This is an optimization exercise on Yosys and OpenROAD, whose aim is a short achievable clock period, not a production implementation.
In this exercise RTL edits were held to simulation tests only and were not proved equivalent to the original.

Setup of wip/violet:
==> flow/design.v <==
module fsv (
    input  wire         clk,
    input  wire         rst,         
    input  wire         op_valid,
    input  wire [11:0]  op_word,
    output reg  [7:0]   acc,
    output wire [151:0] fb,
    output reg  [4:0]   len,
    output reg          ovf,
    output reg          valid,
    output reg  [7:0]   cmd,
    output reg  [7:0]   tid0,
    output reg  [7:0]   tid1,
    output reg  [15:0]  pm25,
    output reg  [15:0]  pm10,
    output reg  [7:0]   fwy,
    output reg  [7:0]   fwm,
    output reg  [7:0]   fwd,
    output reg  [7:0]   rid0,
    output reg  [7:0]   rid1,
    output reg          pmw,
    output reg          fww,
    output reg          idw,
    output reg  [2:0]   err,
    output reg          fatal
);
    localparam [7:0] HEADER    = 8'hAA;
    localparam [7:0] TAIL      = 8'hAB;
    localparam [7:0] TYPE_CMD  = 8'hB4;
    localparam [7:0] TYPE_ACK  = 8'hC5;
    localparam [7:0] TYPE_DATA = 8'hC0;
    localparam [2:0] E_OK        = 3'd0;
    localparam [2:0] E_INVPARAM  = 3'd1;
    localparam [2:0] E_MALFORMED = 3'd3;
    localparam [2:0] E_ILLEGAL   = 3'd4;
    localparam [2:0] E_OVERFLOW  = 3'd5;
    localparam [2:0] E_RESCMD    = 3'd6;
    function [7:0] sel8;
        input       s;
        input [7:0] a;
        input [7:0] b;
        sel8 = ({8{s}} & a) | ({8{~s}} & b);
    endfunction
    reg  [151:0] fb_q;
    wire [7:0]   fbuf [0:18];
    genvar gi;
    generate
        for (gi = 0; gi < 19; gi = gi + 1) begin : g_fb_bytes
            assign fbuf[gi] = fb_q[8*gi +: 8];
        end
    endgenerate
    assign fb = fb_q;
    reg  [19:0] lo;           
    reg  [7:0]  acc_n;        
    reg  [7:0]  cmd_n;        
    reg  [7:0]  tid0_n;       
    reg  [7:0]  tid1_n;       
    reg  [7:0]  s_all, q, p, snap2, d8, d17;
    reg         rok, cok;     
    wire [7:0] acc_i  = ~acc_n;
    wire [7:0] cmd_i  = ~cmd_n;
    wire [7:0] tid0_i = ~tid0_n;
    wire [7:0] tid1_i = ~tid1_n;
    wire [3:0] opc = op_word[11:8];
    wire [7:0] imm = op_word[7:0];
    wire       iz  = (imm == 8'h00);
    wire d_csclr  = op_valid && (opc == 4'h1) && iz;
    wire d_csadd  = op_valid && (opc == 4'h2);
    wire d_fclr   = op_valid && (opc == 4'h3) && iz;
    wire d_push   = op_valid && (opc == 4'h4);
    wire d_vcmd   = op_valid && (opc == 4'h5) && iz;
    wire d_vrpl   = op_valid && (opc == 4'h6) && iz;
    wire d_setcmd = op_valid && (opc == 4'h7);
    wire d_setid0 = op_valid && (opc == 4'h8);
    wire d_setid1 = op_valid && (opc == 4'h9);
    wire d_bcmd   = op_valid && (opc == 4'hA) && iz;
    wire d_decpm  = op_valid && (opc == 4'hB) && iz;
    wire d_decfw  = op_valid && (opc == 4'hC) && iz;
    wire d_decid  = op_valid && (opc == 4'hD) && iz;
    wire imm_tail = (imm == TAIL);
    wire full      = lo[19];
    wire len_le12  = |lo[12:0];
    wire cmd_legal = (cmd_i == 8'h02) || (cmd_i == 8'h04) || (cmd_i == 8'h05) ||
                     (cmd_i == 8'h06) || (cmd_i == 8'h07) || (cmd_i == 8'h08);
    wire bok       = cmd_legal && len_le12;
    wire [11:0] gt;
    generate
        for (gi = 0; gi < 12; gi = gi + 1) begin : g_gt
            assign gt[gi] = ~|lo[gi:0];
        end
    endgenerate
    wire pre9  = lo[9] && (fbuf[0] == HEADER) &&
                 ((fbuf[1] == TYPE_ACK) || (fbuf[1] == TYPE_DATA)) &&
                 (d8 == fbuf[8]);
    wire pre18 = lo[18] && (fbuf[0] == HEADER) && (fbuf[1] == TYPE_CMD) &&
                 (d17 == fbuf[17]);
    wire [7:0] cs = p + q;
    reg  [7:0] frame [0:18];
    integer i;
    always @(*) begin
        frame[0] = HEADER;
        frame[1] = TYPE_CMD;
        frame[2] = cmd_i;
        for (i = 0; i < 12; i = i + 1)
            frame[3 + i] = gt[i] ? fbuf[i] : 8'h00;
        frame[15] = tid0_i;
        frame[16] = tid1_i;
        frame[17] = cs;
        frame[18] = TAIL;
    end
    reg [4:0] len_inc;
    always @(*) begin
        len_inc = 5'd0;
        for (i = 0; i < 19; i = i + 1)
            if (lo[i]) len_inc = len_inc | (i + 1);
    end
    wire b_ok   = d_bcmd && bok;
    wire p_ok   = d_push && !full;
    wire rok_ok = d_decpm || d_decfw || d_decid;
    wire [7:0] acc_nx  = rst ? 8'h00 :
                         d_csclr ? 8'h00 :
                         sel8(d_csadd, acc_i + imm, acc_i);
    wire [4:0] len_nx  = (rst || d_fclr) ? 5'd0 :
                         p_ok ? len_inc :
                         b_ok ? 5'd19 : len;
    wire [19:0] lo_nx  = (rst || d_fclr) ? 20'd1 :
                         p_ok ? {lo[18:0], 1'b0} :
                         b_ok ? (20'd1 << 19) : lo;
    wire [7:0] cmd_nx  = rst ? 8'h00 : sel8(d_setcmd, imm, cmd_i);
    wire [7:0] tid0_nx = rst ? 8'hFF : sel8(d_setid0, imm, tid0_i);
    wire [7:0] tid1_nx = rst ? 8'hFF : sel8(d_setid1, imm, tid1_i);
    wire [7:0] s_add   = s_all + imm;
    wire [7:0] s_all_nx = (rst || d_fclr) ? 8'h00 : sel8(d_push, s_add, s_all);
    wire [7:0] q_nx    = rst ? 8'h00 :
                         d_fclr ? cmd_i :
                         d_push ? q + imm :
                         sel8(d_setcmd, s_add, q);
    wire [7:0] p_nx    = rst ? 8'hFE :
                         d_setid0 ? tid1_i + imm :
                         sel8(d_setid1, tid0_i + imm, p);
    always @(posedge clk) begin
        acc    <= acc_nx;
        acc_n  <= ~acc_nx;
        len    <= len_nx;
        lo     <= lo_nx;
        cmd    <= cmd_nx;
        cmd_n  <= ~cmd_nx;
        tid0   <= tid0_nx;
        tid0_n <= ~tid0_nx;
        tid1   <= tid1_nx;
        tid1_n <= ~tid1_nx;
        s_all  <= s_all_nx;
        q      <= q_nx;
        p      <= p_nx;
        snap2  <= sel8(lo[2], s_all, snap2);
        d8     <= sel8(lo[8], s_all - snap2, d8);
        d17    <= sel8(lo[17], s_all - snap2, d17);
        ovf    <= !rst && !d_fclr && ((d_push && full) || ovf);
        rok    <= !rst && (d_push ? (pre9 && imm_tail) :
                           (d_fclr || b_ok) ? 1'b0 : rok);
        cok    <= !rst && (d_push ? (pre18 && imm_tail) :
                           d_fclr ? 1'b0 : (b_ok || cok));
        valid  <= !rst && (d_vcmd ? cok : d_vrpl ? rok : valid);
        pm25   <= rst ? 16'h0000 :
                  (d_decpm && rok) ? {fbuf[3], fbuf[2]} : pm25;
        pm10   <= rst ? 16'h0000 :
                  (d_decpm && rok) ? {fbuf[5], fbuf[4]} : pm10;
        pmw    <= !rst && ((d_decpm && rok) || pmw);
        fwy    <= rst ? 8'h00 : sel8(d_decfw && rok, fbuf[3], fwy);
        fwm    <= rst ? 8'h00 : sel8(d_decfw && rok, fbuf[4], fwm);
        fwd    <= rst ? 8'h00 : sel8(d_decfw && rok, fbuf[5], fwd);
        fww    <= !rst && ((d_decfw && rok) || fww);
        rid0   <= rst ? 8'h00 : sel8((d_decfw || d_decid) && rok, fbuf[6], rid0);
        rid1   <= rst ? 8'h00 : sel8((d_decfw || d_decid) && rok, fbuf[7], rid1);
        idw    <= !rst && (((d_decfw || d_decid) && rok) || idw);
        fatal  <= 1'b0;
        if (rst)
            err <= E_OK;
        else if (op_valid) begin
            case (opc)
                4'h2, 4'h7, 4'h8, 4'h9: err <= E_OK;
                4'h1, 4'h3, 4'h5, 4'h6: err <= iz ? E_OK : E_ILLEGAL;
                4'h4: err <= full ? E_OVERFLOW : E_OK;
                4'hA: err <= !iz ? E_ILLEGAL :
                             !cmd_legal ? E_RESCMD :
                             !len_le12 ? E_INVPARAM : E_OK;
                4'hB, 4'hC, 4'hD: err <= !iz ? E_ILLEGAL :
                                         rok ? E_OK : E_MALFORMED;
                default: err <= E_ILLEGAL;
            endcase
        end
    end
    generate
        for (gi = 0; gi < 19; gi = gi + 1) begin : g_fb_cells
            wire occ = ~|lo[gi:0];            
            wire [7:0] held;
            if (gi < 12) begin : g_low
                assign held = sel8(b_ok, frame[gi], fb_q[8*gi +: 8]);
            end else begin : g_high
                assign held = fb_q[8*gi +: 8];
            end
            always @(posedge clk)
                fb_q[8*gi +: 8] <= rst ? 8'h00 :
                                   sel8(d_push && lo[gi], imm,
                                        sel8(occ, held, frame[gi]));
        end
    endgenerate
endmodule
export LEC_CHECK = 0
export ABC_CLOCK_PERIOD_IN_PS = 2000
export CAP_MARGIN = 20
export CORE_MARGIN = 2
export CORE_UTILIZATION = 55
export CTS_CLUSTER_DIAMETER = 100
export CTS_CLUSTER_SIZE = 40
export PLACE_DENSITY = 0.7
export SETUP_SLACK_MARGIN = 4.6
export SLEW_MARGIN = 20
create_clock -name core_clock -period 7.0 [get_ports {clk}]
run.sh (not shown) runs the stock make flow with config.mk's settings and CLKGATE_MAP_FILE= SYNTH_SCRIPT=/design/flow/synth_recipe.tcl, a recipe that flattens the netlist after the stock synthesis.
wip/violet: it failed with a tool error in global routing (5_1_grt), so there are no final results.
Modified inputs, wip/yarrow compared to wip/violet
Settings: clearing CTS_CLUSTER_SIZE, which used to be 40; swapping 0.7 for 0.6 in PLACE_DENSITY; clearing CTS_CLUSTER_DIAMETER, which used to be 100; swapping 55 for 40 in CORE_UTILIZATION.
[summary]
In summary, wip/yarrow completed successfully, with a layout that passed the timing, DRC and antenna checks. As far as share of the synthesized area in compound gates (AO/OA/AOI/OAI) goes, wip/violet and wip/yarrow are indistinguishable; the numbers are identical. Diff wip/violet -> wip/yarrow: pre-CTS setup slack now sits lower; post-synthesis xor/xnor area fraction neither gained nor lost much; detailed placement HPWL shows an increase of 12%.

[re-timing with driven ports]
In the flow no input, the clock included, has a driving cell. The finished layout below was timed again as built, in two steps. Step 1: set_driving_cell puts a clkbuf_16 on clk and a buf_2 on each other input, an assumption about the parent block. Step 2 adds t to the input delays and takes it off the output delays; t is the mean of the earliest and latest rising clock arrival at the registers after step 1. Input paths then give back, and output paths get back, about the clock's delay inside the block. Slacks: no drivers / after step 1 / after step 2; pairs: no drivers / after step 1.
run: wip/yarrow
t, ns: 0.635
slack for setup (ns): 4.052 / 4.066 / 3.431
worst register clock-pin slew, ns: 0.07 / 0.07
After both steps wip/yarrow still meets setup and hold. The setup slack of wip/yarrow moves by +0.014 ns with the drivers and by -0.621 ns with both steps.
